What follows belongs to an exercise in optimizing a design on an open flow for small area, a short achievable clock period and few clock cycles per item; a production flow would make more cautious choices.
RTL that was checked went through simulation tests only; none was proved equivalent to the original.
No activity file was given, so power comes from the tool's default toggle rates.

==> flow/design.v (excerpt) <==
module dmac_prog_builder (
    input  wire        clk,
    input  wire        rst,
    input  wire        cmd_valid,
    output wire        cmd_ready,
    input  wire        cmd_zf,          
    input  wire [31:0] cmd_src,
    input  wire [31:0] cmd_dst,
    input  wire [31:0] cmd_size,
    input  wire [2:0]  cmd_bsz,
    input  wire [4:0]  cmd_blen,
    input  wire [2:0]  cmd_ssz,
    input  wire [5:0]  cmd_periph,
    input  wire [1:0]  cmd_kind,        
    input  wire        cmd_cache,
    input  wire        cmd_nonsecure,
    input  wire [31:0] cmd_buf_base,
    input  wire [31:0] cmd_buf_cap,
    output wire        wr_valid,
    input  wire        wr_ready,
    output wire [31:0] wr_addr,
    output wire [7:0]  wr_data,
    output reg         res_valid,
    output wire [1:0]  res_status,      
    output reg  [3:0]  res_cause,
    output wire [31:0] res_length,
    output wire [31:0] res_needed,
    output reg  [3:0]  res_residual
);
    localparam [3:0] I_SAR  = 4'd0;
    localparam [3:0] I_DAR  = 4'd1;
    localparam [3:0] I_FLP  = 4'd2;
    localparam [3:0] I_CCRB = 4'd3;
    localparam [3:0] I_LP1  = 4'd4;
    localparam [3:0] I_LP0  = 4'd5;
    localparam [3:0] I_BODY = 4'd6;
    localparam [3:0] I_LPE0 = 4'd7;
    localparam [3:0] I_LPE1 = 4'd8;
    localparam [3:0] I_CCRT = 4'd9;
    localparam [3:0] I_END  = 4'd10;
    localparam [3:0] I_DONE = 4'd11;
    localparam [1:0] P_FULL = 2'd0;      
    localparam [1:0] P_MID  = 2'd1;      
    localparam [1:0] P_LO   = 2'd2;      
    localparam [1:0] P_TAIL = 2'd3;      
  ...
==> flow/config.mk <==
export PLATFORM = sky130hd
export DESIGN_NAME = dmac_prog_builder
export DESIGN_NICKNAME = dmac_prog_builder
export VERILOG_FILES = /design/flow/design.v
export SDC_FILE = /design/flow/constraint.sdc
export NUM_CORES = 4
export LEC_CHECK = 0
export CAP_MARGIN = 20
export CORE_MARGIN = 2
export CORE_UTILIZATION = 40
export CTS_BUF_LIST = sky130_fd_sc_hd__clkbuf_8
export SETUP_SLACK_MARGIN = 5
export SLEW_MARGIN = 20
==> flow/constraint.sdc <==
create_clock -name core_clock -period 8.0 [get_ports {clk}]
set_input_delay 1.6000 -clock core_clock [delete_from_list [all_inputs] [get_ports {clk}]]
set_output_delay 1.6000 -clock core_clock [all_outputs]
set_load 0.01 [all_outputs]
run.sh (not shown) runs the stock make flow with config.mk's settings and CLKGATE_MAP_FILE= SYNTH_SCRIPT=/design/flow/synth_recipe.tcl, a recipe that flattens the netlist after the stock synthesis.
Testbench counts at the start, summed over its fixed seeds: cycles 17,742, builds 384.
Next try:
--- a/flow/design.v
+++ b/flow/design.v
@@ -67,16 +67,19 @@
     reg [1:0]  ptype;
     reg        tph;              
     reg [19:0] off;              
     reg        a_st;             
     reg        a_l6;             
     reg        a_l1;             
     reg        a_last;           
     reg        a_ccrbl;          
+    reg        a_lp1f;           
+    reg        a_lp0f;           
+    reg        a_done;           
     reg        vld;
     reg [7:0]  dat;
     reg [31:0] addr;
     assign cmd_ready = idle;
     assign wr_valid  = vld;
     assign wr_data   = dat;
     assign wr_addr   = addr;
     wire periph = !r_zf && (r_kind != 2'd0);
@@ -216,24 +219,24 @@
     wire [2:0] bn    = bi + 3'd1;
     wire       b_st  = (ip == I_BODY) && (!periph || (bn != 3'd1 && bn != 3'd5));
     wire       b_l1  = !periph || bn == 3'd2 || bn == 3'd3 || bn == 3'd6;
     wire       b_last = (ip == I_BODY) ? (bn == body_l) :
                         (ip == I_SAR || ip == I_DAR || ip == I_CCRB || ip == I_CCRT) ?
                         (bn == 3'd5) : 1'b1;
     wire slot_free = !vld || wr_ready;
     wire stall     = a_ccrbl && !ddone;
-    wire can       = run && slot_free && !stall && (ip != I_DONE);
+    wire can       = run && slot_free && !stall && !a_done;
     wire fits      = (room[31:3] != 29'd0) ||
                      (a_l6 ? (room[2:0] == 3'd7) : a_l1 ? (room[2:1] != 2'd0) :
                       (room[2] || room[1:0] == 2'b11));
     wire ovf_now   = a_st && !fits && !ovf;
     wire wr_now    = !ovf && !ovf_now;
-    wire skip      = ovf && (ip == I_LP1) && (bi == 3'd0) && (ptype == P_FULL);
-    wire fdec      = (ip == I_LP0) && bi[0] && (ptype == P_FULL);
+    wire skip      = ovf && a_lp1f;
+    wire fdec      = a_lp0f;
     wire [5:0] d1  = r_zf ? 6'd1 : (r_bsz[0] ? {r_blen, 1'b0} : {1'b0, r_blen});
     wire [6:0] tt  = {rm[4:0], q[31:30]};
     wire [7:0] x1  = {1'b0, tt} - {2'b0, d1};
     wire [7:0] x2  = {1'b0, tt} - {1'b0, d1, 1'b0};
     wire [7:0] x3  = {1'b0, tt} - {1'b0, d3};
     wire [1:0] qd  = !x3[7] ? 2'd3 : !x2[7] ? 2'd2 : !x1[7] ? 2'd1 : 2'd0;
     wire [4:0] rn  = !x3[7] ? x3[4:0] : !x2[7] ? x2[4:0] : !x1[7] ? x1[4:0] : tt[4:0];
     wire [7:0] rfix = r_zf      ? q[31:24] :
@@ -258,17 +261,17 @@
                 run       <= cmd_valid && quick;
                 vld       <= cmd_valid && quick;
             end else if (chk) begin
                 chk       <= 1'b0;
                 res_valid <= v_err;
                 idle      <= v_err;
                 run       <= !v_err;
                 vld       <= !v_err && fits0;
-            end else if (run && ip == I_DONE && slot_free) begin
+            end else if (run && a_done && slot_free) begin
                 run       <= 1'b0;
                 res_valid <= 1'b1;
                 idle      <= 1'b1;
             end
             if (can)
                 vld <= wr_now && !skip;
             else if (run && wr_ready)
                 vld <= 1'b0;
@@ -298,16 +301,19 @@
             ip          <= cmd_zf ? I_DAR : I_SAR;
             bi          <= 3'd1;
             dat         <= 8'hBC;
             a_st        <= 1'b0;
             a_l6        <= 1'b0;
             a_l1        <= 1'b0;
             a_last      <= 1'b0;
             a_ccrbl     <= 1'b0;
+            a_lp1f      <= 1'b0;
+            a_lp0f      <= 1'b0;
+            a_done      <= 1'b0;
             ptype       <= P_FULL;
             tph         <= 1'b0;
             off         <= 20'd1;
             ovf         <= 1'b0;
         end else begin
             if (chk) begin
                 verr <= v_err;
                 if (!fits0 && !v_err) begin
@@ -328,16 +334,17 @@
             end
             if (can) begin
                 if (skip) begin
                     off      <= off + {15'd0, plan_l};
                     q[31:16] <= q[31:16] - 16'd1;
                     ip       <= s_ip;
                     ptype    <= s_pt;
                     a_l6     <= (s_ip == I_CCRT);
+                    a_lp1f   <= f_2;
                 end else begin
                     off <= off + 20'd1;
                     if (ovf_now) begin
                         ovf        <= 1'b1;
                         room[19:0] <= off;
                     end
                     if (wr_now) begin
                         dat        <= nb;
@@ -349,29 +356,34 @@
                         bi      <= 3'd0;
                         ip      <= n_ip;
                         ptype   <= n_pt;
                         a_st    <= 1'b1;
                         a_l6    <= (n_ip == I_DAR || n_ip == I_CCRB || n_ip == I_CCRT);
                         a_l1    <= (n_ip == I_END) || (n_ip == I_BODY && !periph);
                         a_last  <= (n_ip == I_END);
                         a_ccrbl <= 1'b0;
+                        a_lp1f  <= (n_ip == I_LP1) && (n_pt == P_FULL);
+                        a_lp0f  <= 1'b0;
+                        a_done  <= (n_ip == I_DONE);
                         if (n_ip == I_CCRT)
                             tph <= 1'b1;
                     end else begin
                         bi      <= bn;
                         a_st    <= b_st;
                         a_l6    <= 1'b0;
                         a_l1    <= b_l1;
                         a_last  <= b_last;
                         a_ccrbl <= (ip == I_CCRB) && (bn == 3'd5);
+                        a_lp1f  <= 1'b0;
+                        a_lp0f  <= (ip == I_LP0) && (ptype == P_FULL);
                     end
                 end
             end
-            if (ip == I_DONE && !ovf)
+            if (a_done && !ovf)
                 room[19:0] <= off;
         end
     end
     wire        dfix  = dcnt[4] && !ddone;
     wire [15:0] f_src = dfix ? {qtop, q[23:16]} : q[31:16];
     wire [7:0]  t_src = (dfix ? rfix : rm) >> e_t;
     always @(posedge clk) begin
         f_nz  <= (f_src != 16'd0);
=> The new run finished clean; sequential share of layout area is lower by 0.14 points; setup slack loses 330 ps; global-route usage is about the same; clock skew is higher by 22 ps; clock power is higher by about 3%; clock-buffer cell count is lower by 1; via count is higher by 3.3%; power is higher by 3.2%; fmax is lower by 10%; final cell count is higher by about 2.7%; combinational power is higher by about 6%; routed wire length is higher by 2.3%.
The RTL of the second run of this note was laid out without a check of its function.

==> separate check: timing with driven ports <==
No port has a modelled driver above. Below, the same layouts with a new extraction and two added sets of constraints. Step 1 sets driving cells, clkbuf_16 on the clock port and buf_2 on the other inputs (assumed; they add their load-dependent delay and slew). Step 2 times the ports against the registers' clock, not the clock port: input delays grow and output delays shrink by t, the midpoint of the rising clock arrivals with the driver on. Slacks: ideal ports / drivers / drivers and shift; pairs: ideal ports / drivers.
run	t (ns)	slack for setup (ns)	latest minus earliest clock arrival (ns)	cell pins on the clock port's net
the first run	0.671	5.045 / 4.992 / 4.389	0.017 / 0.017	1
the second run	0.700	4.717 / 4.717 / 4.197	0.040 / 0.041	1
After both steps setup and hold are still met in every run listed. The setup slack of the first run, which loses most, moves by -0.053 ns with the drivers and by -0.656 ns with both steps.
